From an optimization exercise on the open Yosys and OpenROAD flow, aimed at a short achievable clock period; shortcuts taken in it are not production practice.
No run shown here included a check of the RTL's function; only the layout flow was run.
Power figures rest on the tool's default switching activity, not on a simulated workload.

`design/flow/run.sh`:
```
#!/bin/bash
# synth_recipe.tcl (not shown) runs the flow's synth.tcl, then flattens the netlist and writes it again
# the make line also repeats each setting of config.mk as NAME=value (left out here)
make -C /OpenROAD-flow-scripts/flow DESIGN_CONFIG=/design/flow/config.mk WORK_HOME=/design/flow/orfs CLKGATE_MAP_FILE= SYNTH_SCRIPT=/design/flow/synth_recipe.tcl finish
```
`design/flow/config.mk`:
```
export PLATFORM = sky130hd
export DESIGN_NAME = pwmcore
export DESIGN_NICKNAME = pwmcore
export VERILOG_FILES = /design/flow/design.v
export SDC_FILE = /design/flow/constraint.sdc
export NUM_CORES = 4
export LEC_CHECK = 0
export ABC_AREA = 1
export CAP_MARGIN = 20
export CORE_MARGIN = 2
export CORE_UTILIZATION = 40
export PLACE_DENSITY = 0.6
export SETUP_SLACK_MARGIN = 4.8
export SLEW_MARGIN = 20
export SYNTH_HIERARCHICAL = 1
export SYNTH_MINIMUM_KEEP_SIZE = 0
```
`design/flow/constraint.sdc`:
```
create_clock -name core_clock -period 7.6 [get_ports {clk}]
set_input_delay 1.5200 -clock core_clock [delete_from_list [all_inputs] [get_ports {clk}]]
set_output_delay 1.5200 -clock core_clock [all_outputs]
set_load 0.01 [all_outputs]
```
`design/flow/design.v`:
```
module pwmcore (
    input  wire        clk,
    input  wire        rst,           
    input  wire        cmd_valid,
    input  wire [31:0] cmd_word,
    output reg         resp_valid,
    output wire [31:0] resp_word,
    input  wire [7:0]  ev_in,
    output wire [3:0]  pin_h,
    output wire [3:0]  pin_l,
    output wire        irq_fault,
    output wire [3:0]  irq_match,
    output wire        irq_ovf
);
    localparam N = 4;
    function automatic pfx16(input [15:0] g_in, input [15:0] p_in);
        reg [15:0] g, p;
        integer s, j;
        begin
            g = g_in;
            p = p_in;
            for (s = 1; s < 16; s = s * 2)
                for (j = 0; j < 16; j = j + 2 * s) begin
                    g[j+2*s-1] = g[j+2*s-1] | (p[j+2*s-1] & g[j+s-1]);
                    p[j+2*s-1] = p[j+2*s-1] & p[j+s-1];
                end
            pfx16 = g[15];
        end
    endfunction
    function automatic [1:0] cmp16(input [15:0] a, input [15:0] b);
        reg [15:0] l, m;
        reg        lh, mh;
        integer s, j;
        begin
            l = ~a & b;
            m = a & ~b;
            for (s = 1; s < 16; s = s * 2)
                for (j = 0; j < 16; j = j + 2 * s) begin
                    lh = l[j+2*s-1];
                    mh = m[j+2*s-1];
                    l[j+2*s-1] = lh | (~mh & l[j+s-1]);
                    m[j+2*s-1] = mh | (~lh & m[j+s-1]);
                end
            cmp16 = {l[15], m[15]};
        end
    endfunction
    function automatic lt16(input [15:0] a, input [15:0] b);
        lt16 = cmp16(a, b) >> 1;
    endfunction
    function automatic eq16(input [15:0] a, input [15:0] b);
        eq16 = ~|cmp16(a, b);
    endfunction
    function automatic sum_ge(input [7:0] lo, input [7:0] hi, input [15:0] p);
        reg [8:0]  nq, s, b;
        reg [9:0]  c;
        integer j;
        begin
            nq = ~p[8:0];
            c[0] = 1'b0;
            for (j = 0; j < 9; j = j + 1) begin
                s[j]   = (j < 8 ? lo[j] ^ hi[j] : 1'b0) ^ nq[j];
                c[j+1] = (j < 8) ? ((lo[j] & hi[j]) | (lo[j] & nq[j]) | (hi[j] & nq[j])) : 1'b0;
            end
            b = {c[8:1], 1'b1};
            sum_ge = ~|p[15:9] & pfx16({7'd0, s & b}, {7'h7F, s | b});
        end
    endfunction
    function automatic [15:0] inc16(input [15:0] a);
        integer j;
        begin
            for (j = 0; j < 16; j = j + 1)
                inc16[j] = a[j] ^ (&(a | ~((16'd1 << j) - 16'd1)));
        end
    endfunction
    function automatic [15:0] dec16(input [15:0] a);
        integer j;
        begin
            for (j = 0; j < 16; j = j + 1)
                dec16[j] = a[j] ^ ~(|(a & ((16'd1 << j) - 16'd1)));
        end
    endfunction
    function automatic [9:0] dec10(input [9:0] a);
        integer j;
        begin
            for (j = 0; j < 10; j = j + 1)
                dec10[j] = a[j] ^ ~(|(a & ((10'd1 << j) - 10'd1)));
        end
    endfunction
    function automatic [7:0] dec8(input [7:0] a);
        integer j;
        begin
            for (j = 0; j < 8; j = j + 1)
                dec8[j] = a[j] ^ ~(|(a & ((8'd1 << j) - 8'd1)));
        end
    endfunction
    function automatic [17:0] step(input [15:0] c, input ph, input [15:0] per,
                                   input [15:0] per_m1, input md, input dir);
        reg [15:0] ci, cd, sc;
        reg        cz, sp, sb;
        begin
            ci = inc16(c);
            cd = dec16(c);
            cz = (c == 16'd0);
            sc = c; sp = ph; sb = 1'b0;
            if (md == 1'b0) begin
                if (dir == 1'b0) begin
                    if (cz) begin sc = per; sb = 1'b1; end
                    else sc = cd;
                end else begin
                    if (eq16(c, per)) begin sc = 16'd0; sb = 1'b1; end
                    else sc = ci;
                end
            end else begin
                if (dir == 1'b0) begin
                    if (ph == 1'b0 && !cz) sc = cd;
                    else begin
                        sc = ci;
                        if (eq16(c, per_m1)) begin sp = 1'b0; sb = 1'b1; end
                        else sp = 1'b1;
                    end
                end else begin
                    if (ph == 1'b0 && lt16(c, per)) sc = ci;
                    else begin
                        sc = cd;
                        if (c == 16'd1) begin sp = 1'b0; sb = 1'b1; end
                        else sp = 1'b1;
                    end
                end
            end
            step = {sc, sp, sb};
        end
    endfunction
    reg        enabled;
    reg        fstate;          
    reg        forced;
    reg        restart;         
    reg        safe;
    reg [7:0]  evmask;
    reg [N-1:0] match_k, match_s;
    reg        ovf_k, ovf_s;
    reg        faultif_k, faultif_s;
    wire [N-1:0] match = match_k | match_s;
    wire       ovf     = ovf_k | ovf_s;
    wire       faultif = faultif_k | faultif_s;
    reg [N-1:0] ha_r, hb_r, la_r, lb_r;
    reg        cfgerr;
    reg [7:0]  ev_prev;
    reg        resp_hi29;
    reg        ra31, ra28;
    reg [5:0]  rx;              
    wire       rbc = |rx;
    reg [15:0] resp_lo;
    reg        pc_a, pc_e, pm_a, pm_e, pd_a, pd_e;
    wire       pend_car = pc_a & ~pc_e;
    wire       pend_max = pm_a & ~pm_e;
    wire       pend_dt  = pd_a & ~pd_e;
    reg [N-1:0] wr_r;           
    reg [31:0] cw;              
    reg [15:0] cw_pm1;          
    reg [N-1:0] cw_raw;         
    reg [N-1:0] r2_r;           
    reg [15:0] period;
    reg [15:0] period_m1;       
    reg        direction;       
    reg        mode;            
    reg [9:0]  div_m1;          
    reg [15:0] max_duty;
    reg [7:0]  dt_low  [0:N-1];
    reg [7:0]  dt_high [0:N-1];
    reg [15:0] ncnt_p;          
    reg        nphase_p;        
    reg        nbnd_p;          
    reg [15:0] ncnt_s;          
    reg        nphase_s;
    reg        nbnd_s;
    reg [9:0]  prem_p;          
    reg [9:0]  prem_d;          
    reg        phit_p;          
    reg        phit_d;          
    reg [15:0] pending_p [0:N-1];
    reg [15:0] active_p  [0:N-1];
    reg [N-1:0] raw_p;
    reg [7:0]  dt_p  [0:N-1];
    reg [7:0]  dt_a1 [0:N-1];   
    reg [7:0]  dt_a0 [0:N-1];   
    reg [N-1:0] a1z_r, a1o_r;   
    reg [N-1:0] a0z_r, a0o_r;   
    reg [N-1:0] lpp_r, lap_r, epp_r, eap_r;
    wire        tk  = enabled & phit_p;       
    wire        tkb = tk & nbnd_p;            
    wire [15:0] period_e    = pend_car ? cw[15:0] : period;
    wire [15:0] period_m1_e = pend_car ? cw_pm1 : period_m1;
    wire        direction_e = pend_car ? cw[27] : direction;
    wire        mode_e      = pend_car ? cw[26] : mode;
    wire [9:0]  div_m1_e    = pend_car ? dec10(cw[25:16]) : div_m1;
    wire [15:0] max_duty_e  = pend_max ? cw[15:0] : max_duty;
    wire [15:0] cw_init  = cw[27] ? 16'd1 : cw_pm1;
    wire [15:0] ncnt_e   = pend_car ? cw_init : (tk ? ncnt_s : ncnt_p);
    wire        nphase_e = ~pend_car & (tk ? nphase_s : nphase_p);
    wire        nbnd_e   = ~pend_car & (tk ? nbnd_s : nbnd_p);
    wire [9:0]  prem_e   = pend_car ? dec10(cw[25:16]) :
                           tk ? div_m1 : (enabled ? prem_d : prem_p);
    wire        phit_e   = pend_car ? (cw[25:16] == 10'd1) :
                           tk ? (div_m1 == 10'd0) : (enabled ? phit_d : phit_p);
    reg [7:0]  dt_low_e  [0:N-1];
    reg [7:0]  dt_high_e [0:N-1];
    reg [7:0]  dt_e      [0:N-1];
    reg [15:0] pending_e [0:N-1];
    reg [15:0] active_e  [0:N-1];
    reg [N-1:0] raw_e;
    integer i;
    always @(*) begin
        for (i = 0; i < N; i = i + 1) begin
            dt_low_e[i]  = (pend_dt && cw[25:24] == i) ? cw[15:8] : dt_low[i];
            dt_high_e[i] = (pend_dt && cw[25:24] == i) ? cw[7:0]  : dt_high[i];
            pending_e[i] = wr_r[i] ? cw[15:0] : pending_p[i];
            active_e[i]  = tkb ? pending_e[i] : active_p[i];
            raw_e[i]     = pend_car ? cw_raw[i] : (tk ? r2_r[i] : raw_p[i]);
            dt_e[i]      = pend_car ? 8'd0 : (tk ? (r2_r[i] ? dt_a1[i] : dt_a0[i]) : dt_p[i]);
        end
    end
    wire [17:0] st_s    = step(ncnt_s, nphase_s, period, period_m1, mode, direction);
    wire [17:0] st_c    = step(cw_init, 1'b0, cw[15:0], cw_pm1, cw[26], cw[27]);
    wire [15:0] s_cnt   = pend_car ? st_c[17:2] : (tk ? st_s[17:2] : ncnt_s);
    wire        s_phase = pend_car ? st_c[1]    : (tk ? st_s[1]    : nphase_s);
    wire        s_bnd   = pend_car ? st_c[0]    : (tk ? st_s[0]    : nbnd_s);
    reg [7:0] a1 [0:N-1];
    reg [7:0] a0 [0:N-1];
    reg [N-1:0] dz, z1, z0, d2;
    reg [7:0] dec;
    reg       d1;
    always @(*) begin
        for (i = 0; i < N; i = i + 1) begin
            dz[i] = pend_car | (tk ? (r2_r[i] ? a1z_r[i] : a0z_r[i]) : (dt_p[i] == 8'd0));
            d1    = pend_car | (tk ? (r2_r[i] ? a1o_r[i] : a0o_r[i]) : (dt_p[i][7:1] == 7'd0));
            d2[i] = (dt_e[i][7:2] == 6'd0) & ~(dt_e[i][1] & dt_e[i][0]);    
            dec   = (dt_e[i] == 8'd0) ? 8'd0 : dec8(dt_e[i]);
            a1[i] = raw_e[i] ? dec : dt_high_e[i];
            a0[i] = raw_e[i] ? dt_low_e[i] : dec;
            z1[i] = raw_e[i] ? d1 : (dt_high_e[i] == 8'd0);
            z0[i] = raw_e[i] ? (dt_low_e[i] == 8'd0) : d1;
        end
    end
    wire [3:0]  op       = cmd_word[31:28];
    wire [1:0]  ix       = cmd_word[25:24];
    wire [15:0] value    = cmd_word[15:0];
    wire [15:0] c_period = cmd_word[15:0];
    wire [9:0]  c_div    = cmd_word[25:16];
    wire        c_dir    = cmd_word[27];
    wire [7:0]  c_low    = cmd_word[15:8];
    wire [7:0]  c_high   = cmd_word[7:0];
    wire z_7_0   = ~|cmd_word[7:0];
    wire z_9_8   = ~|cmd_word[9:8];
    wire z_15_10 = ~|cmd_word[15:10];
    wire z_16    = ~cmd_word[16];
    wire z_23_17 = ~|cmd_word[23:17];
    wire z_25_24 = ~|cmd_word[25:24];
    wire z_27_26 = ~|cmd_word[27:26];
    wire z_15_0  = z_7_0 & z_9_8 & z_15_10;
    wire z_23_16 = z_16 & z_23_17;
    wire z_27_0  = z_15_0 & z_23_16 & z_25_24 & z_27_26;
    wire is_car = cmd_valid & (op == 4'h1);
    wire is_max = cmd_valid & (op == 4'h2);
    wire is_dt  = cmd_valid & (op == 4'h3);
    wire is_flt = cmd_valid & (op == 4'h4);
    wire is_sta = cmd_valid & (op == 4'h5);
    wire is_stp = cmd_valid & (op == 4'h6);
    wire is_wr  = cmd_valid & (op == 4'h7);
    wire is_rd  = cmd_valid & (op == 4'h8);
    wire is_fir = cmd_valid & (op == 4'h9);
    wire is_clr = cmd_valid & (op == 4'hA);
    wire is_st  = cmd_valid & (op == 4'hB);
    wire is_rf  = cmd_valid & (op == 4'hC);
    wire is_ack = cmd_valid & (op == 4'hD);
    wire lg_car = is_car;
    wire lg_max = is_max & z_23_16 & z_25_24 & z_27_26;
    wire lg_dt  = is_dt  & z_23_16 & z_27_26;
    wire lg_flt = is_flt & z_9_8 & z_15_10 & z_23_16 & z_25_24;
    wire lg_sta = is_sta & z_27_0;
    wire lg_stp = is_stp & z_27_0;
    wire lg_wr  = is_wr  & z_23_16 & z_27_26;
    wire lg_rd  = is_rd  & z_23_17 & z_15_0 & z_27_26;
    wire lg_fir = is_fir & z_15_0 & z_23_16 & ~cmd_word[27];
    wire lg_clr = is_clr & z_27_0;
    wire lg_st  = is_st  & z_27_0;
    wire lg_rf  = is_rf  & z_27_0;
    wire lg_ack = is_ack & z_15_10 & z_23_16 & z_25_24 & z_27_26;
    wire [N-1:0] cdt_ge, v_lt_act, v_lt_pend, c_lt_act;
    wire [N-1:0] m_lt_pp, m_eq_pp, m_lt_ap, m_eq_ap;
    wire [N-1:0] s_lt_pp, s_eq_pp, s_lt_ap, s_eq_ap;
    wire md_lt_v, md_lt_c, v_lt_per, dt_ge;
    wire lt_s_cw, eq_s_cw, lt_p_cw, eq_p_cw;
    genvar gc;
    generate
        for (gc = 0; gc < N; gc = gc + 1) begin : g_cmp
            pwmcore_sumge u_cdt  (.lo(dt_low_e[gc]), .hi(dt_high_e[gc]), .p(c_period), .ge(cdt_ge[gc]));
            pwmcore_cmp16 u_vact (.a(value), .b(active_p[gc]), .lt(v_lt_act[gc]), .eq());
            pwmcore_cmp16 u_vpnd (.a(value), .b(pending_e[gc]), .lt(v_lt_pend[gc]), .eq());
            pwmcore_cmp16 u_cact (.a(c_period), .b(active_p[gc]), .lt(c_lt_act[gc]), .eq());
            pwmcore_cmp16 u_mpp  (.a(cw_pm1), .b(pending_p[gc]), .lt(m_lt_pp[gc]), .eq(m_eq_pp[gc]));
            pwmcore_cmp16 u_map  (.a(cw_pm1), .b(active_p[gc]), .lt(m_lt_ap[gc]), .eq(m_eq_ap[gc]));
            pwmcore_cmp16 u_spp  (.a(ncnt_s), .b(pending_p[gc]), .lt(s_lt_pp[gc]), .eq(s_eq_pp[gc]));
            pwmcore_cmp16 u_sap  (.a(ncnt_s), .b(active_p[gc]), .lt(s_lt_ap[gc]), .eq(s_eq_ap[gc]));
        end
    endgenerate
    pwmcore_cmp16 u_mdv  (.a(max_duty_e), .b(value), .lt(md_lt_v), .eq());
    pwmcore_cmp16 u_mdc  (.a(max_duty_e), .b(c_period), .lt(md_lt_c), .eq());
    pwmcore_cmp16 u_vper (.a(value), .b(period_e), .lt(v_lt_per), .eq());
    pwmcore_sumge u_dt   (.lo(c_low), .hi(c_high), .p(period_e), .ge(dt_ge));
    pwmcore_cmp16 u_scw  (.a(ncnt_s), .b(cw[15:0]), .lt(lt_s_cw), .eq(eq_s_cw));
    pwmcore_cmp16 u_pcw  (.a(ncnt_p), .b(cw[15:0]), .lt(lt_p_cw), .eq(eq_p_cw));
    reg car_dt_bad, max_ap_bad;
    reg [N-1:0] car_raw;
    always @(*) begin
        car_dt_bad = 1'b0;
        max_ap_bad = 1'b0;
        for (i = 0; i < N; i = i + 1) begin
            if (cdt_ge[i])
                car_dt_bad = 1'b1;
            if (v_lt_act[i] || v_lt_pend[i])
                max_ap_bad = 1'b1;
            car_raw[i] = ~c_dir & c_lt_act[i] | c_dir & (|active_p[i]);
        end
    end
    wire er_flt = enabled;
    wire er_wr  = md_lt_v;
    wire cfgerr_e = cfgerr | ra28 | rbc;    
    wire er_sta = cfgerr_e;
    wire ok_flt = lg_flt & ~er_flt;
    wire ok_sta = lg_sta & ~er_sta;
    wire ok_stp = lg_stp;
    wire ok_wr  = lg_wr  & ~er_wr;
    wire ok_fir = lg_fir;
    wire ok_clr = lg_clr;
    wire ok_ack = lg_ack;
    wire cfe_a = (lg_car & (enabled | ~|c_period | ~|c_div)) | (lg_max & enabled) |
                 (lg_dt & enabled) | (lg_flt & er_flt) | (lg_wr & er_wr) | (lg_sta & er_sta);
    wire legal = lg_car | lg_max | lg_dt | lg_flt | lg_sta | lg_stp | lg_wr |
                 lg_rd | lg_fir | lg_clr | lg_st | lg_rf | lg_ack;
    wire [N-1:0] wr_sel;
    genvar g;
    generate
        for (g = 0; g < N; g = g + 1) begin : g_wr
            assign wr_sel[g] = ok_wr & (ix == g);
        end
    endgenerate
    wire en1 = ok_sta | (enabled & ~ok_stp);
    wire tick   = en1 & phit_e;
    wire tick_b = tick & nbnd_e;
    wire fire_hit   = ok_fir & evmask[cmd_word[26:24]];
    wire fire_latch = fire_hit & ~fstate;
    wire fstate1    = fire_hit | (fstate & ~ok_clr);
    wire forced1    = forced | fire_latch;
    wire restart1   = ok_flt ? cmd_word[27] : restart;
    wire safe1      = ok_flt ? cmd_word[26] : safe;
    wire [7:0] evmask1 = ok_flt ? cmd_word[7:0] : evmask;
    wire fstate2 = fstate1 & ~(tick_b & restart1);
    wire forced2 = forced1 & ~(tick_b & ~fstate2);
    wire ev_any   = |(ev_in & ~ev_prev & evmask1);
    wire ev_latch = ev_any & ~fstate2;
    wire fstate_n  = fstate2 | ev_any;
    wire forced_n  = forced2 | ev_latch;
    wire faultif_kn = fire_latch | (faultif & ~(ok_ack & cmd_word[9]));
    wire faultif_sn = ev_latch;
    wire ovf_kn     = ovf & ~(ok_ack & cmd_word[8]);
    wire ovf_sn     = tick_b;
    wire vnz  = |value;
    wire bnd  = phit_e & nbnd_e;              
    wire ncz  = pend_car ? (cw_init == 16'd0) : (tk ? (ncnt_s == 16'd0) : (ncnt_p == 16'd0));
    reg [N-1:0] la, lp, ea, ep, r2, hit, match_kn, match_sn, ha_n, hb_n, la_n, lb_n;
    always @(*) begin
        for (i = 0; i < N; i = i + 1) begin
            lp[i] = pend_car ? (cw[27] ? (|pending_p[i][15:1]) : m_lt_pp[i]) :
                    tk ? (wr_r[i] ? lt_s_cw : s_lt_pp[i]) :
                         (wr_r[i] ? lt_p_cw : lpp_r[i]);
            ep[i] = pend_car ? (cw[27] ? (pending_p[i] == 16'd1) : m_eq_pp[i]) :
                    tk ? (wr_r[i] ? eq_s_cw : s_eq_pp[i]) :
                         (wr_r[i] ? eq_p_cw : epp_r[i]);
            la[i] = pend_car ? (cw[27] ? (|active_p[i][15:1]) : m_lt_ap[i]) :
                    tk ? (nbnd_p ? (wr_r[i] ? lt_s_cw : s_lt_pp[i])
                                 : s_lt_ap[i]) :
                         lap_r[i];
            ea[i] = pend_car ? (cw[27] ? (active_p[i] == 16'd1) : m_eq_ap[i]) :
                    tk ? (nbnd_p ? (wr_r[i] ? eq_s_cw : s_eq_pp[i])
                                 : s_eq_ap[i]) :
                         eap_r[i];
            r2[i]  = bnd ? (wr_sel[i] ? (ncz & vnz) : lp[i]) : la[i];
            hit[i] = ~nphase_e & (bnd ? (wr_sel[i] ? (ncz & ~vnz) : ep[i]) : ea[i]);
            match_kn[i] = match[i] & ~(ok_ack & cmd_word[i]);
            match_sn[i] = tick & hit[i];
            ha_n[i] = bnd ? (ncz & z1[i] & vnz) : (phit_e ? (la[i] & z1[i]) : (raw_e[i] & dz[i]));
            hb_n[i] = bnd ? (lp[i] & z1[i])     : (phit_e ? (la[i] & z1[i]) : (raw_e[i] & dz[i]));
            la_n[i] = bnd ? (~(ncz & vnz) & z0[i]) : (phit_e ? (~la[i] & z0[i]) : (~raw_e[i] & dz[i]));
            lb_n[i] = bnd ? (~lp[i] & z0[i])       : (phit_e ? (~la[i] & z0[i]) : (~raw_e[i] & dz[i]));
        end
    end
    wire [15:0] flags_word = {2'b00, fstate, enabled, forced, cfgerr_e, faultif, ovf,
                              4'b0000, match};
    wire [15:0] rd_duty = cmd_word[16] ? pending_e[ix] : active_e[ix];
    wire [15:0] rd_data = ({16{lg_rd}} & rd_duty) |
                          ({16{lg_st}} & {15'd0, fstate}) |
                          ({16{lg_rf}} & flags_word);
    always @(posedge clk) begin
        resp_hi29 <= ~legal;
        resp_lo   <= rd_data;
        cw     <= cmd_word;
        cw_pm1 <= dec16(c_period);
        cw_raw <= car_raw;
        r2_r   <= r2;
        prem_d   <= dec10(prem_e);
        phit_d   <= (prem_e == 10'd1);
        for (i = 0; i < N; i = i + 1) begin
            dt_a1[i] <= a1[i];
            dt_a0[i] <= a0[i];
            a1z_r[i] <= z1[i];
            a1o_r[i] <= raw_e[i] ? d2[i] : (dt_high_e[i][7:1] == 7'd0);
            a0z_r[i] <= z0[i];
            a0o_r[i] <= raw_e[i] ? (dt_low_e[i][7:1] == 7'd0) : d2[i];
        end
        if (rst) begin
            enabled    <= 1'b0;
            fstate     <= 1'b0;
            forced     <= 1'b0;
            restart    <= 1'b0;
            safe       <= 1'b0;
            evmask     <= 8'h00;
            match_k    <= {N{1'b0}};
            match_s    <= {N{1'b0}};
            ovf_k      <= 1'b0;
            ovf_s      <= 1'b0;
            faultif_k  <= 1'b0;
            faultif_s  <= 1'b0;
            cfgerr     <= 1'b0;
            ra31       <= 1'b0;
            ra28       <= 1'b0;
            rx         <= 6'd0;
            ev_prev    <= 8'h00;
            resp_valid <= 1'b0;
            ha_r       <= {N{1'b0}};
            hb_r       <= {N{1'b0}};
            la_r       <= {N{1'b0}};
            lb_r       <= {N{1'b0}};
            pc_a       <= 1'b0;
            pm_a       <= 1'b0;
            pd_a       <= 1'b0;
            lpp_r      <= {N{1'b0}};
            lap_r      <= {N{1'b0}};
            epp_r      <= {N{1'b0}};
            eap_r      <= {N{1'b0}};
            wr_r       <= {N{1'b0}};
            period    <= 16'hFFFF;
            period_m1 <= 16'hFFFE;
            direction <= 1'b0;
            mode      <= 1'b0;
            div_m1    <= 10'd0;
            max_duty  <= 16'd0;
            ncnt_p    <= 16'hFFFE;
            nphase_p  <= 1'b0;
            nbnd_p    <= 1'b0;
            ncnt_s    <= 16'hFFFD;
            nphase_s  <= 1'b0;
            nbnd_s    <= 1'b0;
            prem_p    <= 10'd0;
            phit_p    <= 1'b1;
            raw_p     <= {N{1'b0}};
            for (i = 0; i < N; i = i + 1) begin
                dt_low[i]    <= 8'd0;
                dt_high[i]   <= 8'd0;
                pending_p[i] <= 16'd0;
                active_p[i]  <= 16'd0;
                dt_p[i]      <= 8'd0;
            end
        end else begin
            enabled    <= en1;
            fstate     <= fstate_n;
            forced     <= forced_n;
            restart    <= restart1;
            safe       <= safe1;
            evmask     <= evmask1;
            match_k    <= match_kn;
            match_s    <= match_sn;
            ovf_k      <= ovf_kn;
            ovf_s      <= ovf_sn;
            faultif_k  <= faultif_kn;
            faultif_s  <= faultif_sn;
            cfgerr     <= cfgerr_e;
            ra31       <= ~legal | cfe_a;
            ra28       <= legal & cfe_a;
            rx[0]      <= lg_car & (~md_lt_c | cdt_ge[0]);
            rx[1]      <= lg_car & (cdt_ge[1] | cdt_ge[2] | cdt_ge[3]);
            rx[2]      <= lg_dt & dt_ge;
            rx[3]      <= lg_max & (~v_lt_per | v_lt_act[0] | v_lt_act[1]);
            rx[4]      <= lg_max & (v_lt_act[2] | v_lt_act[3] | v_lt_pend[0]);
            rx[5]      <= lg_max & (v_lt_pend[1] | v_lt_pend[2] | v_lt_pend[3]);
            ev_prev    <= ev_in;
            resp_valid <= cmd_valid;
            for (i = 0; i < N; i = i + 1) begin
                ha_r[i] <= ha_n[i];
                hb_r[i] <= hb_n[i];
                la_r[i] <= la_n[i];
                lb_r[i] <= lb_n[i];
            end
            pc_a       <= lg_car & ~(enabled | ~|c_period | ~|c_div);
            pc_e       <= ~md_lt_c | car_dt_bad;
            pm_a       <= lg_max & ~enabled;
            pm_e       <= ~v_lt_per | max_ap_bad;
            pd_a       <= lg_dt & ~enabled;
            pd_e       <= dt_ge;
            lpp_r      <= lp;
            lap_r      <= la;
            epp_r      <= ep;
            eap_r      <= ea;
            wr_r       <= wr_sel;
            period    <= period_e;
            period_m1 <= period_m1_e;
            direction <= direction_e;
            mode      <= mode_e;
            div_m1    <= div_m1_e;
            max_duty  <= max_duty_e;
            ncnt_p    <= ncnt_e;
            nphase_p  <= nphase_e;
            nbnd_p    <= nbnd_e;
            ncnt_s    <= s_cnt;
            nphase_s  <= s_phase;
            nbnd_s    <= s_bnd;
            prem_p    <= prem_e;
            phit_p    <= phit_e;
            raw_p     <= raw_e;
            for (i = 0; i < N; i = i + 1) begin
                dt_low[i]    <= dt_low_e[i];
                dt_high[i]   <= dt_high_e[i];
                pending_p[i] <= pending_e[i];
                active_p[i]  <= active_e[i];
                dt_p[i]      <= dt_e[i];
            end
        end
    end
    assign resp_word = {ra31 | rbc, 1'b0, resp_hi29, ra28 | rbc, 12'd0, resp_lo};
    assign pin_h     = forced ? {N{safe}} : ({N{enabled}} & ((wr_r & ha_r) | (~wr_r & hb_r)));
    assign pin_l     = forced ? {N{safe}} : ({N{enabled}} & ((wr_r & la_r) | (~wr_r & lb_r)));
    assign irq_fault = faultif;
    assign irq_match = match;
    assign irq_ovf   = ovf;
endmodule
module pwmcore_cmp16 (
    input  wire [15:0] a,
    input  wire [15:0] b,
    output wire        lt,
    output wire        eq
);
    reg [15:0] l, m;
    reg        lh, mh;
    integer s, j;
    always @(*) begin
        l = ~a & b;
        m = a & ~b;
        for (s = 1; s < 16; s = s * 2)
            for (j = 0; j < 16; j = j + 2 * s) begin
                lh = l[j+2*s-1];
                mh = m[j+2*s-1];
                l[j+2*s-1] = lh | (~mh & l[j+s-1]);
                m[j+2*s-1] = mh | (~lh & m[j+s-1]);
            end
    end
    assign lt = l[15];
    assign eq = ~l[15] & ~m[15];
endmodule
module pwmcore_sumge (
    input  wire [7:0]  lo,
    input  wire [7:0]  hi,
    input  wire [15:0] p,
    output wire        ge
);
    reg [8:0]  nq, s, b;
    reg [9:0]  c;
    reg [15:0] g, pp;
    integer j, k;
    always @(*) begin
        nq = ~p[8:0];
        c[0] = 1'b0;
        for (j = 0; j < 9; j = j + 1) begin
            s[j]   = (j < 8 ? lo[j] ^ hi[j] : 1'b0) ^ nq[j];
            c[j+1] = (j < 8) ? ((lo[j] & hi[j]) | (lo[j] & nq[j]) | (hi[j] & nq[j])) : 1'b0;
        end
        b  = {c[8:1], 1'b1};
        g  = {7'd0, s & b};
        pp = {7'h7F, s | b};
        for (k = 1; k < 16; k = k * 2)
            for (j = 0; j < 16; j = j + 2 * k) begin
                g[j+2*k-1]  = g[j+2*k-1] | (pp[j+2*k-1] & g[j+k-1]);
                pp[j+2*k-1] = pp[j+2*k-1] & pp[j+k-1];
            end
    end
    assign ge = ~|p[15:9] & g[15];
endmodule
```
==> run_results.csv, run 1 <==
group,metric,value,unit
status,outcome,"timing/DRC/antenna clean",
clocking,cts_root_buf,"sky130_fd_sc_hd__clkbuf_16",
grt,gr-total-overflow,0,
timing,drv_slew,0,
setup_path,cp_data_arrival_time,1.92,ns
timing,timing.clock.skew,0.02600,ns
timing,worst_hold_slack,0.4892,ns
grt,grt_max_degree,97,
place,place_congestion,0.9764,
detailed_routing,num_vias,50930,
power,static-leakage-power,27.87,nW
setup_path,critical_path_cell_by_cell,"clkinvlp_4 > buf_12 > nor2_4 > buf_6 > o21ai_2 > o21ai_1 > buf_2",
finish,layout.core_utilization,49.80,%
clocking,clkSinkCount,580,
finish,areaGrowthSynthToFinish,23.53,%
power,power_per_cell_area,138.9,nW/µm²
place,dpl.hpwl,138400,µm
grt,grt_usage,33.98,%
timing,grt_setup_unrepaired,"yes",
die,fp.coreArea,108700,µm²
timing,worst-slew-pin-transition,1.073,ns
die,die_h,335,µm
min_path,timing.hold.worst.class,"flop to flop",
synth,yosys_warnings,37,
setup_path,timing.critical_path.from_type,"flop",
grt,antenna_found_initial,11,
clocking,numCtsBuffers,70,
timing,finalHoldViolCount,0,
detailed_routing,vias_per_cell,5.405,
power,power.ir.vdd_worst,0.0001300,V
setup_path,cp-end-kind,"output port",
die,die-width,335,µm
setup_path,type_of_the_worst_setup_path,"flop to output port",
die,ioPinCount,90,
synth,synthesis.area,43820,µm²
timing,report.final.setup_viol,0,
finish,stdcell_area,54140,µm²
die,placementRows,121,
timing,max_slew_margin,27.70,%
place,io_buffer_count,76,
timing,max_freq,290.7,MHz
synth,netlist_instances,7631,
timing,setup_total_negative_slack,0,ns
setup_path,required,6.08,ns
detailed_routing,drt_first_iter_violations,6234,
setup_path,critPathMaxStageDelay,0.36,ns
detailed_routing,drt.antenna.violating_nets,0,
detailed_routing,wl_per_cell,21.49,µm
grt,grt_pass1_vias,44690,
clocking,tritoncts_clock_tree,"built",
setup_path,crit_path_top_delay_cell,"sky130_fd_sc_hd__dfxtp_4",
synth,syn_area_per_cell,5.743,µm²
finish,drive_above_1_share,16.21,%
timing,layout_worst_path_cycle_share,45.26,%
finish,layout_common_cells,"sky130_fd_sc_hd__nand2_1 (2512), sky130_fd_sc_hd__inv_1 (1216), sky130_fd_sc_hd__nor2_1 (859)",
detailed_routing,drt-total-wl,202500,µm
detailed_routing,firstDrtPassIters,6,
detailed_routing,detail_route.drc_violations,0,
finish,finish.net_count,8089,
finish,num-fill-cells,10980,
setup_path,crit_fanout,5,
clocking,cts_htree_levels,3,
clocking,cts-root-to-sink-buffers,3,
place,placed_cells_incl_taps,9059,
grt,grt_first_pass_wirelength,284500,µm
setup_path,reg2regPathDepth,15,
finish,layout.cells.non_filler,9423,
clocking,hold_buffers,0,
die,start_util,40.32,%
clocking,worst_setup_hold_path_clk_slew,0.06,ns
run,cap_viol_max_count,0,
place,placed_area,46580,µm²
min_path,hold_path_depth,2,
finish,antenna_cells_inserted,0,
timing,min_period,3.440,ns
die,die_area,112200,µm²
finish,mostFrequentLayoutCell,"sky130_fd_sc_hd__nand2_1",
clocking,clock_insertion_delay_worst_skew,0.65,ns
-- routing by layer --
layer | GRT usage (%) | wire length, µm | part of all wire (%)
met4 | 18.87 | 14240 | 7.0
met1 | 45.30 | 81570 | 40
met2 | 52.20 | 85050 | 42
met5 | 0 | 56 | 0.028
met3 | 5.436 | 21570 | 11
-- through the flow --
stage	power [mW]	setup slack (ns)
after floorplan	3.580	4.441
after global placement	3.863	2.914
after detailed placement	3.875	2.869
after CTS	7.439	4.134
after global routing	7.709	4.085
final	7.517	4.160
-- where the power goes --
| part | internal (mW) | leakage [nW] | switching [mW] | total (mW) |
|---|---|---|---|---|
| clock | 2.06 | 1.16 | 1.46 | 3.53 |
| combinational | 0.279 | 22.0 | 0.597 | 0.876 |
| sequential | 3.07 | 4.73 | 0.0463 | 3.12 |
-- critical path: cells and delay by family (launching register included) --
family / cells / cell delay, ns
buf+inv: 4 / 0.57
simple gates: 1 / 0.15
compound gates: 2 / 0.19
flops: 1 / 0.36
-- sequential cells by signal (all words and copies together), names as in the netlist, 28 cells and up --
register	cells
active_p	64
cw	28
dt_a0	32
dt_a1	32
dt_high	32
dt_low	32
dt_p	32
pending_p	64
-- worst paths after layout --
kind                start           end  slack, ns
max reg2reg       wr_r[3]          pm_e       4.43
min reg2reg  period_m1[6]  period_m1[6]       0.49
max               enabled      pin_l[1]       4.16
min          period_m1[6]  period_m1[6]       0.49
-- timing repair --
action,4_1_cts,5_1_grt
setup endpoints to repair,298,182
gates cloned,21,14
gates resized for setup,636,374
pin swaps,67,80
buffers inserted,116,90
-- area by class of cell --
class | instances | area (µm²) | area share [%]
well taps | 1414 | 1769 | 3.268
clock inverters | 26 | 350.3 | 0.6471
clock buffers | 97 | 2006 | 3.705
inverters | 1368 | 5341 | 9.866
flip-flops and latches | 580 | 11760 | 21.73
multi-input cells | 5490 | 27980 | 51.68
repair inverters | 5 | 30.03 | 0.05547
repair buffers | 443 | 4902 | 9.055
==> run 2, diff against run 1 <==
--- a/design/flow/config.mk
+++ b/design/flow/config.mk
@@ -5,7 +5,7 @@
 export SDC_FILE = /design/flow/constraint.sdc
 export NUM_CORES = 4
 export LEC_CHECK = 0
-export ABC_AREA = 1
+export ABC_CLOCK_PERIOD_IN_PS = 2500
 export CAP_MARGIN = 20
 export CORE_MARGIN = 2
 export CORE_UTILIZATION = 40
==> run 2 against run 1 <==
Still clean. Hold slack got worse by 0.020 ns. Clock power about the same. Power up 0.36%. Area after synthesis down 1.7%. Cell count decreased by 22%. Non-clock buffer count increased by 88. Global-route usage is 0.73 points higher. Setup slack got worse by 0.13 ns. First-iteration DRC count rose by 0.51%. Critical path type is now input pin to flop.
==> run_results.csv, run 2 <==
group,metric,value,unit
timing,report.final.setup_viol,0,
grt,grt_usage,34.71,%
finish,layout_common_cells,"sky130_fd_sc_hd__nor2_1 (581), sky130_fd_sc_hd__inv_1 (525), sky130_fd_sc_hd__dfxtp_1 (501)",
detailed_routing,num_vias,45190,
detailed_routing,wl_per_cell,27.41,µm
clocking,clock_insertion_delay_worst_skew,0.66,ns
place,dpl.hpwl,125000,µm
detailed_routing,drt.antenna.violating_nets,0,
timing,timing.clock.skew,0.05592,ns
power,power.ir.vdd_worst,0.0001471,V
timing,max_freq,279.9,MHz
detailed_routing,drt-total-wl,201300,µm
setup_path,critPathMaxStageDelay,0.60,ns
power,power_per_cell_area,137.6,nW/µm²
timing,grt_setup_unrepaired,"yes",
die,ioPinCount,90,
synth,syn_area_per_cell,7.839,µm²
timing,worst-slew-pin-transition,1.118,ns
grt,grt_first_pass_wirelength,283200,µm
synth,yosys_warnings,37,
power,power,7.544,mW
setup_path,reg2reg_to,"hb_r[2]",
finish,num-fill-cells,9922,
setup_path,critical_path_cell_by_cell,"buf_6 > or4_4 > nor3_4 > nand4_1 > nor3_4 > buf_12 > buf_8 > mux2i_1 > nor3b_1 > nor4_1 > a21oi_2 > o21bai_1",
finish,mostFrequentLayoutCell,"sky130_fd_sc_hd__nor2_1",
place,io_buffer_count,76,
min_path,min_to,"period_m1[0]",
detailed_routing,firstDrtPassIters,8,
run,cap_viol_max_count,0,
detailed_routing,drt_first_iter_violations,6266,
die,die-width,332.2,µm
timing,drv_slew,0,
clocking,tritoncts_clock_tree,"built",
die,die_h,332.2,µm
detailed_routing,vias_per_cell,6.152,
setup_path,timing.critical_path.from_type,"input pin",
grt,grt_pass1_vias,40750,
clocking,cts_root_buf,"sky130_fd_sc_hd__clkbuf_16",
die,start_util,40.31,%
finish,finish.net_count,6010,
setup_path,type_of_the_worst_setup_path,"input pin to flop",
clocking,hold_buffers,0,
clocking,clkSinkCount,580,
detailed_routing,detail_route.drc_violations,0,
place,place_congestion,0.9762,
setup_path,setup.worst_path.start,"cmd_word[11]",
setup_path,critical_path.n_buffers_inverters,3,
status,outcome,"timing/DRC/antenna clean",
clocking,cts_htree_levels,3,
setup_path,required,8.13,ns
timing,max_slew_margin,24.81,%
place,placed_area,45830,µm²
setup_path,rrSetupSlack,4.05,ns
setup_path,critical-path-top-delay-family,"simple AND/OR/NAND/NOR gates",
min_path,timing.hold.worst.class,"flop to flop",
timing,setup_total_negative_slack,0,ns
clocking,cts-root-to-sink-buffers,3,
timing,layout_worst_path_cycle_share,47.01,%
finish,drive_above_1_share,24.87,%
setup_path,crit-reg2reg-launch,"ncnt_s[8]",
finish,stdcell_area,54840,µm²
min_path,hold_path_depth,2,
setup_path,crit_path_frequent_cell,"sky130_fd_sc_hd__nor3_4",
timing,min_period,3.572,ns
setup_path,cp-end-kind,"flop",
clocking,numCtsBuffers,71,
synth,netlist_instances,5497,
die,fp.coreArea,106900,µm²
setup_path,crit_fanout,8,
setup_path,cp_data_arrival_time,4.10,ns
grt,grt_max_degree,111,
min_path,hold_start,"period_m1[0]",
finish,areaGrowthSynthToFinish,27.27,%
setup_path,crit_path_top_delay_cell,"sky130_fd_sc_hd__or4_4",
clocking,worst_setup_hold_path_clk_slew,0.06,ns
grt,gr-total-overflow,0,
die,die_area,110400,µm²
power,static-leakage-power,21.52,nW
setup_path,reg2regPathDepth,16,
synth,synthesis.area,43090,µm²
grt,antenna_found_initial,11,
finish,biggestRegsByFlops,"active_p (64), pending_p (64)",
timing,finalHoldViolCount,0,
die,placementRows,120,
-- run 2: final cells by class --
class	count	area (µm²)	area share, %
well taps	1403	1755	3.201
clock inverters	26	282.8	0.5156
clock buffers	104	2137	3.897
flip-flops and latches	580	11850	21.60
repair buffers	531	6062	11.05
inverters	650	2496	4.552
multi-input cells	4045	30250	55.15
diodes	6	15.01	0.02738
-- run 2: how the worst max path moves through the flow --
stage          endpoint  slack [ns]  cells after the start
6_report         fstate        4.03                     12
5_1_grt          fstate        3.97                     12
4_1_cts          fstate        4.13                     12
3_5_place_dp       ra31        2.70                     11
3_3_place_gp       ra31        2.68                     11
2_1_floorplan    forced        3.82                      9
-- run 2: metrics by stage --
| step | cells | worst slack (ns) | utilization [%] | hold WS, ns |
|---|---|---|---|---|
| after CTS | 7239 | 4.128 | 49.33 | 0.4668 |
| after global placement | 6869 | 2.678 | 42.87 | 0.4576 |
| after detailed placement | 6869 | 2.700 | 42.87 | 0.4596 |
| after floorplan | 5509 | 3.823 | - | 0.4439 |
| final | 7345 | 4.028 | 51.30 | 0.4696 |
| after global routing | 7341 | 3.973 | 51.29 | 0.5010 |
-- run 2: routing by layer --
metal  vias to the layer above  wire, µm  GRT usage [%]  part of all wire [%]
met1                     21610     77730          45.60                    39
met2                      2955     82180          49.81                    41
met4                         4     13840          21.42                   6.9
met3                       667     27520          10.08                    14
li1                      19950         -              -                     -
met5                         -        20              0                0.0099
-- run 2: power by group --
part / leakage [nW] / switching (mW) / internal (mW)
registers: 4.73 / 0.0462 / 3.06
logic: 15.6 / 0.566 / 0.309
clock network: 1.19 / 1.48 / 2.07
-- run 2: worst register-to-register path: stages (launching register included) --
cell and delay, ns:
sky130_fd_sc_hd__dfxtp_4 0.50, sky130_fd_sc_hd__buf_12 0.19, sky130_fd_sc_hd__nor2b_4 0.05, sky130_fd_sc_hd__maj3_2 0.30, sky130_fd_sc_hd__maj3_2 0.32, sky130_fd_sc_hd__maj3_2 0.34
sky130_fd_sc_hd__a21oi_4 0.18, sky130_fd_sc_hd__o221ai_4 0.16, sky130_fd_sc_hd__mux2_4 0.30, sky130_fd_sc_hd__mux2i_1 0.15, sky130_fd_sc_hd__nor2_1 0.07, sky130_fd_sc_hd__a211oi_2 0.20
sky130_fd_sc_hd__a21oi_1 0.06, sky130_fd_sc_hd__buf_4 0.19, sky130_fd_sc_hd__nand3b_1 0.11, sky130_fd_sc_hd__a211oi_2 0.09, sky130_fd_sc_hd__a31o_2 0.24
-- run 2: timing repair --
item / in CTS / in global routing
resized for setup: 634 / 282
pin swaps: 106 / 121
gates cloned: 18 / 5
setup buffers: 222 / 95
endpoints found under the setup margin: 345 / 223
endpoints found under the hold margin: 0 / 0
==> run 3, diff against run 2 <==
--- a/design/flow/design.v
+++ b/design/flow/design.v
@@ -142,18 +142,19 @@
     wire [N-1:0] match = match_k | match_s;
     wire       ovf     = ovf_k | ovf_s;
     wire       faultif = faultif_k | faultif_s;
-    reg [N-1:0] ha_r, hb_r, la_r, lb_r;
+    reg [N-1:0] ph_r, pl_r;
     reg        cfgerr;
     reg [7:0]  ev_prev;
     reg        resp_hi29;
     reg        ra31, ra28;
-    reg [5:0]  rx;              
-    wire       rbc = |rx;
+    reg        rb, rc;          
+    wire       rbc = rb | rc;
     reg [15:0] resp_lo;
-    reg        pc_a, pc_e, pm_a, pm_e, pd_a, pd_e;
-    wire       pend_car = pc_a & ~pc_e;
-    wire       pend_max = pm_a & ~pm_e;
-    wire       pend_dt  = pd_a & ~pd_e;
+    reg [5:0]  rx;              
+    reg        pc_a, pm_a, pd_a;
+    wire       pend_car = pc_a & ~(rx[0] | rx[1]);
+    wire       pend_max = pm_a & ~(rx[3] | rx[4] | rx[5]);
+    wire       pend_dt  = pd_a & ~rx[2];
     reg [N-1:0] wr_r;           
     reg [31:0] cw;              
     reg [15:0] cw_pm1;          
@@ -167,6 +168,8 @@
     reg [15:0] max_duty;
     reg [7:0]  dt_low  [0:N-1];
     reg [7:0]  dt_high [0:N-1];
+    reg [8:0]  dt_sum  [0:N-1];     
+    reg [8:0]  cw_sum;              
     reg [15:0] ncnt_p;          
     reg        nphase_p;        
     reg        nbnd_p;          
@@ -285,7 +288,9 @@
     wire lg_st  = is_st  & z_27_0;
     wire lg_rf  = is_rf  & z_27_0;
     wire lg_ack = is_ack & z_15_10 & z_23_16 & z_25_24 & z_27_26;
-    wire [N-1:0] cdt_ge, v_lt_act, v_lt_pend, c_lt_act;
+    wire [N-1:0] cdt_ge, cdt_lt, v_lt_act, v_lt_pend, c_lt_act;
+    wire cdt_cw_lt;
+    pwmcore_cmp16 u_cdtc (.a({7'd0, cw_sum}), .b(c_period), .lt(cdt_cw_lt), .eq());
     wire [N-1:0] m_lt_pp, m_eq_pp, m_lt_ap, m_eq_ap;
     wire [N-1:0] s_lt_pp, s_eq_pp, s_lt_ap, s_eq_ap;
     wire md_lt_v, md_lt_c, v_lt_per, dt_ge;
@@ -293,7 +298,8 @@
     genvar gc;
     generate
         for (gc = 0; gc < N; gc = gc + 1) begin : g_cmp
-            pwmcore_sumge u_cdt  (.lo(dt_low_e[gc]), .hi(dt_high_e[gc]), .p(c_period), .ge(cdt_ge[gc]));
+            pwmcore_cmp16 u_cdt  (.a({7'd0, dt_sum[gc]}), .b(c_period), .lt(cdt_lt[gc]), .eq());
+            assign cdt_ge[gc] = (pend_dt && cw[25:24] == gc) ? ~cdt_cw_lt : ~cdt_lt[gc];
             pwmcore_cmp16 u_vact (.a(value), .b(active_p[gc]), .lt(v_lt_act[gc]), .eq());
             pwmcore_cmp16 u_vpnd (.a(value), .b(pending_e[gc]), .lt(v_lt_pend[gc]), .eq());
             pwmcore_cmp16 u_cact (.a(c_period), .b(active_p[gc]), .lt(c_lt_act[gc]), .eq());
@@ -324,7 +330,7 @@
     end
     wire er_flt = enabled;
     wire er_wr  = md_lt_v;
-    wire cfgerr_e = cfgerr | ra28 | rbc;    
+    wire cfgerr_e = cfgerr | ra28 | (|rx);    
     wire er_sta = cfgerr_e;
     wire ok_flt = lg_flt & ~er_flt;
     wire ok_sta = lg_sta & ~er_sta;
@@ -335,6 +341,13 @@
     wire ok_ack = lg_ack;
     wire cfe_a = (lg_car & (enabled | ~|c_period | ~|c_div)) | (lg_max & enabled) |
                  (lg_dt & enabled) | (lg_flt & er_flt) | (lg_wr & er_wr) | (lg_sta & er_sta);
+    wire [5:0] rx_n;
+    assign rx_n[0] = lg_car & (~md_lt_c | cdt_ge[0]);
+    assign rx_n[1] = lg_car & (cdt_ge[1] | cdt_ge[2] | cdt_ge[3]);
+    assign rx_n[2] = lg_dt & dt_ge;
+    assign rx_n[3] = lg_max & (~v_lt_per | v_lt_act[0] | v_lt_act[1]);
+    assign rx_n[4] = lg_max & (v_lt_act[2] | v_lt_act[3] | v_lt_pend[0]);
+    assign rx_n[5] = lg_max & (v_lt_pend[1] | v_lt_pend[2] | v_lt_pend[3]);
     wire legal = lg_car | lg_max | lg_dt | lg_flt | lg_sta | lg_stp | lg_wr |
                  lg_rd | lg_fir | lg_clr | lg_st | lg_rf | lg_ack;
     wire [N-1:0] wr_sel;
@@ -344,30 +357,11 @@
             assign wr_sel[g] = ok_wr & (ix == g);
         end
     endgenerate
-    wire en1 = ok_sta | (enabled & ~ok_stp);
-    wire tick   = en1 & phit_e;
-    wire tick_b = tick & nbnd_e;
-    wire fire_hit   = ok_fir & evmask[cmd_word[26:24]];
-    wire fire_latch = fire_hit & ~fstate;
-    wire fstate1    = fire_hit | (fstate & ~ok_clr);
-    wire forced1    = forced | fire_latch;
-    wire restart1   = ok_flt ? cmd_word[27] : restart;
-    wire safe1      = ok_flt ? cmd_word[26] : safe;
-    wire [7:0] evmask1 = ok_flt ? cmd_word[7:0] : evmask;
-    wire fstate2 = fstate1 & ~(tick_b & restart1);
-    wire forced2 = forced1 & ~(tick_b & ~fstate2);
-    wire ev_any   = |(ev_in & ~ev_prev & evmask1);
-    wire ev_latch = ev_any & ~fstate2;
-    wire fstate_n  = fstate2 | ev_any;
-    wire forced_n  = forced2 | ev_latch;
-    wire faultif_kn = fire_latch | (faultif & ~(ok_ack & cmd_word[9]));
-    wire faultif_sn = ev_latch;
-    wire ovf_kn     = ovf & ~(ok_ack & cmd_word[8]);
-    wire ovf_sn     = tick_b;
     wire vnz  = |value;
     wire bnd  = phit_e & nbnd_e;              
     wire ncz  = pend_car ? (cw_init == 16'd0) : (tk ? (ncnt_s == 16'd0) : (ncnt_p == 16'd0));
-    reg [N-1:0] la, lp, ea, ep, r2, hit, match_kn, match_sn, ha_n, hb_n, la_n, lb_n;
+    wire tick_e = enabled & phit_e;           
+    reg [N-1:0] la, lp, ea, ep;
     always @(*) begin
         for (i = 0; i < N; i = i + 1) begin
             lp[i] = pend_car ? (cw[27] ? (|pending_p[i][15:1]) : m_lt_pp[i]) :
@@ -384,16 +378,33 @@
                     tk ? (nbnd_p ? (wr_r[i] ? eq_s_cw : s_eq_pp[i])
                                  : s_eq_ap[i]) :
                          eap_r[i];
-            r2[i]  = bnd ? (wr_sel[i] ? (ncz & vnz) : lp[i]) : la[i];
-            hit[i] = ~nphase_e & (bnd ? (wr_sel[i] ? (ncz & ~vnz) : ep[i]) : ea[i]);
-            match_kn[i] = match[i] & ~(ok_ack & cmd_word[i]);
-            match_sn[i] = tick & hit[i];
-            ha_n[i] = bnd ? (ncz & z1[i] & vnz) : (phit_e ? (la[i] & z1[i]) : (raw_e[i] & dz[i]));
-            hb_n[i] = bnd ? (lp[i] & z1[i])     : (phit_e ? (la[i] & z1[i]) : (raw_e[i] & dz[i]));
-            la_n[i] = bnd ? (~(ncz & vnz) & z0[i]) : (phit_e ? (~la[i] & z0[i]) : (~raw_e[i] & dz[i]));
-            lb_n[i] = bnd ? (~lp[i] & z0[i])       : (phit_e ? (~la[i] & z0[i]) : (~raw_e[i] & dz[i]));
         end
     end
+    wire illegal = cmd_valid & ~legal;
+    localparam SW = 1 + 6 + 1 + 1 + 8 + 5 * N;
+    wire [SW-1:0] cs_s, cs_n;
+    pwmcore_cstep u_cs (
+        .d_sta(is_sta), .d_stp(is_stp), .d_fir(is_fir), .d_clr(is_clr), .d_flt(is_flt),
+        .d_ack(is_ack), .d_wr(is_wr), .cmd_word(cmd_word), .wr_ok(~md_lt_v),
+        .ev_in(ev_in), .ev_prev(ev_prev), .enabled(enabled), .cfgerr(cfgerr_e),
+        .fstate(fstate), .forced(forced), .faultif(faultif), .restart(restart), .safe(safe),
+        .evmask(evmask), .match(match), .ovf(ovf), .phit(phit_e), .nbnd(nbnd_e),
+        .nphase(nphase_e), .ncz(ncz), .vnz(vnz), .la(la), .lp(lp), .ea(ea), .ep(ep),
+        .z1(z1), .z0(z0), .dz(dz), .raw(raw_e), .st(cs_s));
+    pwmcore_cstep u_cn (
+        .d_sta(1'b0), .d_stp(1'b0), .d_fir(1'b0), .d_clr(1'b0), .d_flt(1'b0),
+        .d_ack(1'b0), .d_wr(1'b0), .cmd_word(cmd_word), .wr_ok(~md_lt_v),
+        .ev_in(ev_in), .ev_prev(ev_prev), .enabled(enabled), .cfgerr(cfgerr_e),
+        .fstate(fstate), .forced(forced), .faultif(faultif), .restart(restart), .safe(safe),
+        .evmask(evmask), .match(match), .ovf(ovf), .phit(phit_e), .nbnd(nbnd_e),
+        .nphase(nphase_e), .ncz(ncz), .vnz(vnz), .la(la), .lp(lp), .ea(ea), .ep(ep),
+        .z1(z1), .z0(z0), .dz(dz), .raw(raw_e), .st(cs_n));
+    wire [SW-1:0] cs = illegal ? cs_n : cs_s;
+    wire         en1, fstate_n, forced_n, faultif_kn, faultif_sn, ovf_kn, ovf_sn, restart1, safe1;
+    wire [7:0]   evmask1;
+    wire [N-1:0] match_kn, match_sn, h_n, l_n, r2;
+    assign {en1, fstate_n, forced_n, faultif_kn, faultif_sn, ovf_kn, ovf_sn, restart1, safe1,
+            evmask1, match_kn, match_sn, h_n, l_n, r2} = cs;
     wire [15:0] flags_word = {2'b00, fstate, enabled, forced, cfgerr_e, faultif, ovf,
                               4'b0000, match};
     wire [15:0] rd_duty = cmd_word[16] ? pending_e[ix] : active_e[ix];
@@ -405,6 +416,7 @@
         resp_lo   <= rd_data;
         cw     <= cmd_word;
         cw_pm1 <= dec16(c_period);
+        cw_sum <= {1'b0, c_low} + {1'b0, c_high};
         cw_raw <= car_raw;
         r2_r   <= r2;
         prem_d   <= dec10(prem_e);
@@ -434,12 +446,12 @@
             ra31       <= 1'b0;
             ra28       <= 1'b0;
             rx         <= 6'd0;
+            rb         <= 1'b0;
+            rc         <= 1'b0;
             ev_prev    <= 8'h00;
             resp_valid <= 1'b0;
-            ha_r       <= {N{1'b0}};
-            hb_r       <= {N{1'b0}};
-            la_r       <= {N{1'b0}};
-            lb_r       <= {N{1'b0}};
+            ph_r       <= {N{1'b0}};
+            pl_r       <= {N{1'b0}};
             pc_a       <= 1'b0;
             pm_a       <= 1'b0;
             pd_a       <= 1'b0;
@@ -466,6 +478,7 @@
             for (i = 0; i < N; i = i + 1) begin
                 dt_low[i]    <= 8'd0;
                 dt_high[i]   <= 8'd0;
+                dt_sum[i]    <= 9'd0;
                 pending_p[i] <= 16'd0;
                 active_p[i]  <= 16'd0;
                 dt_p[i]      <= 8'd0;
@@ -486,26 +499,18 @@
             cfgerr     <= cfgerr_e;
             ra31       <= ~legal | cfe_a;
             ra28       <= legal & cfe_a;
-            rx[0]      <= lg_car & (~md_lt_c | cdt_ge[0]);
-            rx[1]      <= lg_car & (cdt_ge[1] | cdt_ge[2] | cdt_ge[3]);
-            rx[2]      <= lg_dt & dt_ge;
-            rx[3]      <= lg_max & (~v_lt_per | v_lt_act[0] | v_lt_act[1]);
-            rx[4]      <= lg_max & (v_lt_act[2] | v_lt_act[3] | v_lt_pend[0]);
-            rx[5]      <= lg_max & (v_lt_pend[1] | v_lt_pend[2] | v_lt_pend[3]);
+            rx         <= rx_n;
+            rb         <= |rx_n[2:0];
+            rc         <= |rx_n[5:3];
             ev_prev    <= ev_in;
             resp_valid <= cmd_valid;
             for (i = 0; i < N; i = i + 1) begin
-                ha_r[i] <= ha_n[i];
-                hb_r[i] <= hb_n[i];
-                la_r[i] <= la_n[i];
-                lb_r[i] <= lb_n[i];
+                ph_r[i] <= h_n[i];
+                pl_r[i] <= l_n[i];
             end
             pc_a       <= lg_car & ~(enabled | ~|c_period | ~|c_div);
-            pc_e       <= ~md_lt_c | car_dt_bad;
             pm_a       <= lg_max & ~enabled;
-            pm_e       <= ~v_lt_per | max_ap_bad;
             pd_a       <= lg_dt & ~enabled;
-            pd_e       <= dt_ge;
             lpp_r      <= lp;
             lap_r      <= la;
             epp_r      <= ep;
@@ -529,6 +534,7 @@
             for (i = 0; i < N; i = i + 1) begin
                 dt_low[i]    <= dt_low_e[i];
                 dt_high[i]   <= dt_high_e[i];
+                dt_sum[i]    <= (pend_dt && cw[25:24] == i) ? cw_sum : dt_sum[i];
                 pending_p[i] <= pending_e[i];
                 active_p[i]  <= active_e[i];
                 dt_p[i]      <= dt_e[i];
@@ -536,8 +542,8 @@
         end
     end
     assign resp_word = {ra31 | rbc, 1'b0, resp_hi29, ra28 | rbc, 12'd0, resp_lo};
-    assign pin_h     = forced ? {N{safe}} : ({N{enabled}} & ((wr_r & ha_r) | (~wr_r & hb_r)));
-    assign pin_l     = forced ? {N{safe}} : ({N{enabled}} & ((wr_r & la_r) | (~wr_r & lb_r)));
+    assign pin_h     = forced ? {N{safe}} : ph_r;
+    assign pin_l     = forced ? {N{safe}} : pl_r;
     assign irq_fault = faultif;
     assign irq_match = match;
     assign irq_ovf   = ovf;
@@ -593,3 +599,55 @@
     end
     assign ge = ~|p[15:9] & g[15];
 endmodule
+module pwmcore_cstep (
+    input  wire        d_sta, d_stp, d_fir, d_clr, d_flt, d_ack, d_wr,
+    input  wire [31:0] cmd_word,
+    input  wire        wr_ok,
+    input  wire [7:0]  ev_in, ev_prev,
+    input  wire        enabled, cfgerr, fstate, forced, faultif, restart, safe,
+    input  wire [7:0]  evmask,
+    input  wire [3:0]  match,
+    input  wire        ovf, phit, nbnd, nphase, ncz, vnz,
+    input  wire [3:0]  la, lp, ea, ep, z1, z0, dz, raw,
+    output wire [36:0] st
+);
+    wire en1    = (d_sta & ~cfgerr) | (enabled & ~d_stp);
+    wire tick   = en1 & phit;
+    wire bnd    = phit & nbnd;
+    wire tick_b = tick & nbnd;
+    wire ok_flt = d_flt & ~enabled;
+    wire fire_hit   = d_fir & evmask[cmd_word[26:24]];
+    wire fire_latch = fire_hit & ~fstate;
+    wire fstate1    = fire_hit | (fstate & ~d_clr);
+    wire forced1    = forced | fire_latch;
+    wire restart1   = ok_flt ? cmd_word[27] : restart;
+    wire safe1      = ok_flt ? cmd_word[26] : safe;
+    wire [7:0] evmask1 = ok_flt ? cmd_word[7:0] : evmask;
+    wire fstate2 = fstate1 & ~(tick_b & restart1);
+    wire forced2 = forced1 & ~(tick_b & ~fstate2);
+    wire ev_any   = |(ev_in & ~ev_prev & evmask1);
+    wire ev_latch = ev_any & ~fstate2;
+    wire fstate_n   = fstate2 | ev_any;
+    wire forced_n   = forced2 | ev_latch;
+    wire faultif_kn = fire_latch | (faultif & ~(d_ack & cmd_word[9]));
+    wire faultif_sn = ev_latch;
+    wire ovf_kn     = ovf & ~(d_ack & cmd_word[8]);
+    wire ovf_sn     = tick_b;
+    reg [3:0] wr, r2, hit, match_kn, match_sn, h_n, l_n;
+    integer i;
+    always @(*) begin
+        for (i = 0; i < 4; i = i + 1) begin
+            wr[i]  = d_wr & wr_ok & (cmd_word[25:24] == i);
+            r2[i]  = bnd ? (wr[i] ? (ncz & vnz) : lp[i]) : la[i];
+            hit[i] = ~nphase & (bnd ? (wr[i] ? (ncz & ~vnz) : ep[i]) : ea[i]);
+            match_kn[i] = match[i] & ~(d_ack & cmd_word[i]);
+            match_sn[i] = tick & hit[i];
+            h_n[i] = en1 & (bnd ? (wr[i] ? (ncz & z1[i] & vnz) : (lp[i] & z1[i]))
+                                : (phit ? (la[i] & z1[i]) : (raw[i] & dz[i])));
+            l_n[i] = en1 & (bnd ? (wr[i] ? (~(ncz & vnz) & z0[i]) : (~lp[i] & z0[i]))
+                                : (phit ? (~la[i] & z0[i]) : (~raw[i] & dz[i])));
+        end
+    end
+    assign st = {en1, fstate_n, forced_n, faultif_kn, faultif_sn, ovf_kn, ovf_sn,
+                 restart1, safe1, evmask1, match_kn, match_sn, h_n, l_n, r2};
+endmodule
--- a/design/flow/config.mk
+++ b/design/flow/config.mk
@@ -5,7 +5,7 @@
 export SDC_FILE = /design/flow/constraint.sdc
 export NUM_CORES = 4
 export LEC_CHECK = 0
-export ABC_CLOCK_PERIOD_IN_PS = 2500
+export ABC_AREA = 1
 export CAP_MARGIN = 20
 export CORE_MARGIN = 2
 export CORE_UTILIZATION = 40
==> run 3 against run 2 <==
Combinational power rose to 3.2 times the previous value. Synthesized cell count rose by 50%. Global-route usage fell by 1.2 points. Non-clock buffer count fell by 64. Sequential cell count rose by 36. Utilization fell by 1.7 points. Critical endpoint is now match_s[0]. Maximum frequency rose by 9.4%.
==> run_results.csv, run 3 <==
group,metric,value,unit
status,outcome,"timing/DRC/antenna clean",
finish,finish.net_count,8705,
timing,report.final.setup_viol,0,
clocking,tritoncts_clock_tree,"built",
power,power.share.combinational,26.6,%
place,place_congestion,0.9817,
finish,biggestRegsByFlops,"active_p (64), pending_p (64), dt_sum (36)",
setup_path,rrSetupSlack,4.33,ns
die,fp.coreArea,117800,µm²
grt,grt_max_degree,96,
setup_path,crit_fanout,6,
clocking,hold_buffers,0,
place,io_buffer_count,76,
power,power_per_cell_area,179.9,nW/µm²
setup_path,critical_path.n_buffers_inverters,11,
power,clkPwrFrac,38.3,%
timing,worst-slew-pin-transition,0.9928,ns
setup_path,setup.worst_path.start,"rx[3]",
finish,drive_above_1_share,15.95,%
setup_path,critPathMaxStageDelay,0.37,ns
detailed_routing,detail_route.drc_violations,0,
synth,netlist_instances,8240,
power,seq_power_share,35.1,%
timing,drv_slew,0,
power,power.internal,6.846,mW
timing,min_period,3.265,ns
run,cap_viol_max_count,0,
die,start_util,40.25,%
detailed_routing,drt-total-wl,213200,µm
clocking,numCtsBuffers,77,
detailed_routing,wl_per_cell,20.90,µm
grt,grt_first_pass_wirelength,306400,µm
clocking,clkSinkCount,616,
finish,mostFrequentLayoutCell,"sky130_fd_sc_hd__nand2_1",
timing,max_slew_margin,33.81,%
clocking,cts-root-to-sink-buffers,3,
power,switching_share_of_power,34.77,%
min_path,hold_start,"div_m1[1]",
detailed_routing,routed.top_layer,"met5",
grt,gr-total-overflow,0,
timing,setup_total_negative_slack,0,ns
finish,layout.core_utilization,49.55,%
grt,grt_pass1_vias,48710,
timing,layout_worst_path_cycle_share,42.96,%
die,die-width,348.3,µm
detailed_routing,sum_of_met2_wire_segment_lengths_after_detailed_routing,88220,µm
finish,areaGrowthSynthToFinish,23.09,%
power,static-leakage-power,29.81,nW
detailed_routing,firstDrtPassIters,10,
detailed_routing,drt-met1-wl,87920,µm
clocking,cts_htree_levels,3,
synth,syn_area_per_cell,5.753,µm²
die,die_h,348.3,µm
detailed_routing,num_vias,54850,
timing,finalHoldViolCount,0,
min_path,hold_path_depth,2,
timing,grt_setup_unrepaired,"yes",
die,die_area,121300,µm²
grt,grt_usage,33.54,%
detailed_routing,drt.antenna.violating_nets,0,
timing,max_freq,306.2,MHz
setup_path,timing.critical_path.from_type,"flop",
min_path,min_to,"div_m1[1]",
clocking,worst_setup_hold_path_clk_slew,0.06,ns
min_path,timing.hold.worst.class,"flop to flop",
timing,timing.clock.skew,0.02628,ns
place,dpl.hpwl,144800,µm
setup_path,required,8.16,ns
clocking,cts_root_buf,"sky130_fd_sc_hd__clkbuf_16",
setup_path,critical-path-top-delay-family,"simple AND/OR/NAND/NOR gates",
setup_path,crit_path_top_delay_cell,"sky130_fd_sc_hd__or3_1",
setup_path,crit-reg2reg-launch,"rx[3]",
setup_path,cp_data_arrival_time,3.82,ns
detailed_routing,vias_per_cell,5.379,
power,switchingPower,3.649,mW
setup_path,cp-end-kind,"flop",
setup_path,reg2regPathDepth,27,
detailed_routing,drt_first_iter_violations,6651,
clocking,clock_insertion_delay_worst_skew,0.67,ns
die,ioPinCount,90,
synth,yosys_warnings,40,
finish,layout_common_cells,"sky130_fd_sc_hd__nand2_1 (2564), sky130_fd_sc_hd__inv_1 (1141), sky130_fd_sc_hd__nor2_1 (965)",
detailed_routing,met3WireLength,23100,µm
die,placementRows,126,
power,power.ir.vdd_worst,0.0001720,V
setup_path,type_of_the_worst_setup_path,"flop to flop",
grt,antenna_found_initial,4,
setup_path,reg2reg_to,"match_s[0]",
synth,synthesis.area,47410,µm²
-- run 3: metal layers --
layer,GRT usage (%),up-vias
met2,50.12,2713
met4,19.08,2
met3,5.894,584
met5,0,-
met1,45.32,25160
li1,-,26390
-- run 3: power by group through the flow --
stage | Clock [mW] | Sequential, mW | Combinational (mW)
2_1_floorplan | 0 | 3.69 | 1.61
3_3_place_gp | 0 | 3.74 | 2.30
3_5_place_dp | 0 | 3.74 | 2.34
4_1_cts | 4.06 | 3.68 | 2.55
5_1_grt | 4.19 | 3.70 | 3.04
6_report | 4.02 | 3.68 | 2.79
-- run 3: timing repair --
item                       CTS  global route
cloned                      35             7
gates resized for setup    669           290
buffers inserted           128           102
pin swaps                  101            94
setup endpoints to repair  313           230
-- run 3: worst reg2reg max path: cells and delay by family, from the launching register on --
family,cells,cell delay (ns)
compound gates,5,0.61
buf+inv,11,1.12
flops,1,0.29
simple gates,11,1.16
-- run 3: through the flow --
stage / cells / hold WS, ns / area, µm² / total power, mW / setup WS [ns]
after CTS: 10090 / 0.4644 / 56360 / 10.29 / 4.353
after floorplan: 8319 / 0.4406 / 47830 / 5.299 / 4.367
after detailed placement: 9782 / 0.4565 / 50070 / 6.077 / 2.376
after global routing: 10200 / 0.4934 / 58350 / 10.93 / 4.179
after global placement: 9782 / 0.4501 / 50070 / 6.041 / 2.374
final: 10200 / 0.4648 / 58350 / 10.50 / 4.335
-- run 3: how the worst max path moves through the flow --
stage	slack, ns	cells past startpoint	to
finish	4.33	27	match_s[0]
floorplan	4.37	14	match_k[3]
detailed placement	2.38	15	evmask[1]
global placement	2.37	12	evmask[2]
global route	4.18	28	match_s[0]
CTS	4.35	25	match_s[0]
-- run 3: layout make-up --
| cell class | count | area (µm²) |
|---|---|---|
| clock inverters | 39 | 585.6 |
| flip-flops and latches | 616 | 12440 |
| clock buffers | 102 | 2122 |
| diodes | 2 | 5.005 |
| repair inverters | 6 | 47.55 |
| fillers | 11930 | 59410 |
| multi-input cells | 6113 | 30590 |
| repair buffers | 467 | 5448 |
| well taps | 1536 | 1922 |
| inverters | 1316 | 5186 |

## separate check: timing with driven ports
The results above use ideal ports. As a check the final layouts listed here were re-extracted and re-timed, cells and wires unchanged.
Step 1, drivers: a clkbuf_16 drives clk and a buf_2 each remaining input, both assumed.
Step 2 times the ports against the registers' clock, not the clock port: input delays grow and output delays shrink by t, the midpoint of the rising clock arrivals with the driver on.
Three values: no drivers, after step 1, after step 2; two values: the first two.
run	t (ns)	setup slack, ns	worst setup path at the end	worst data-port slew with drivers (ns)
run 1	0.708	4.160 / 4.090 / 3.908	input to register	0.24
run 2	0.710	4.028 / 4.055 / 3.359	input to register	0.09
run 3	0.718	4.335 / 4.335 / 3.666	input to register	0.24
After both steps every run listed still meets setup and hold.
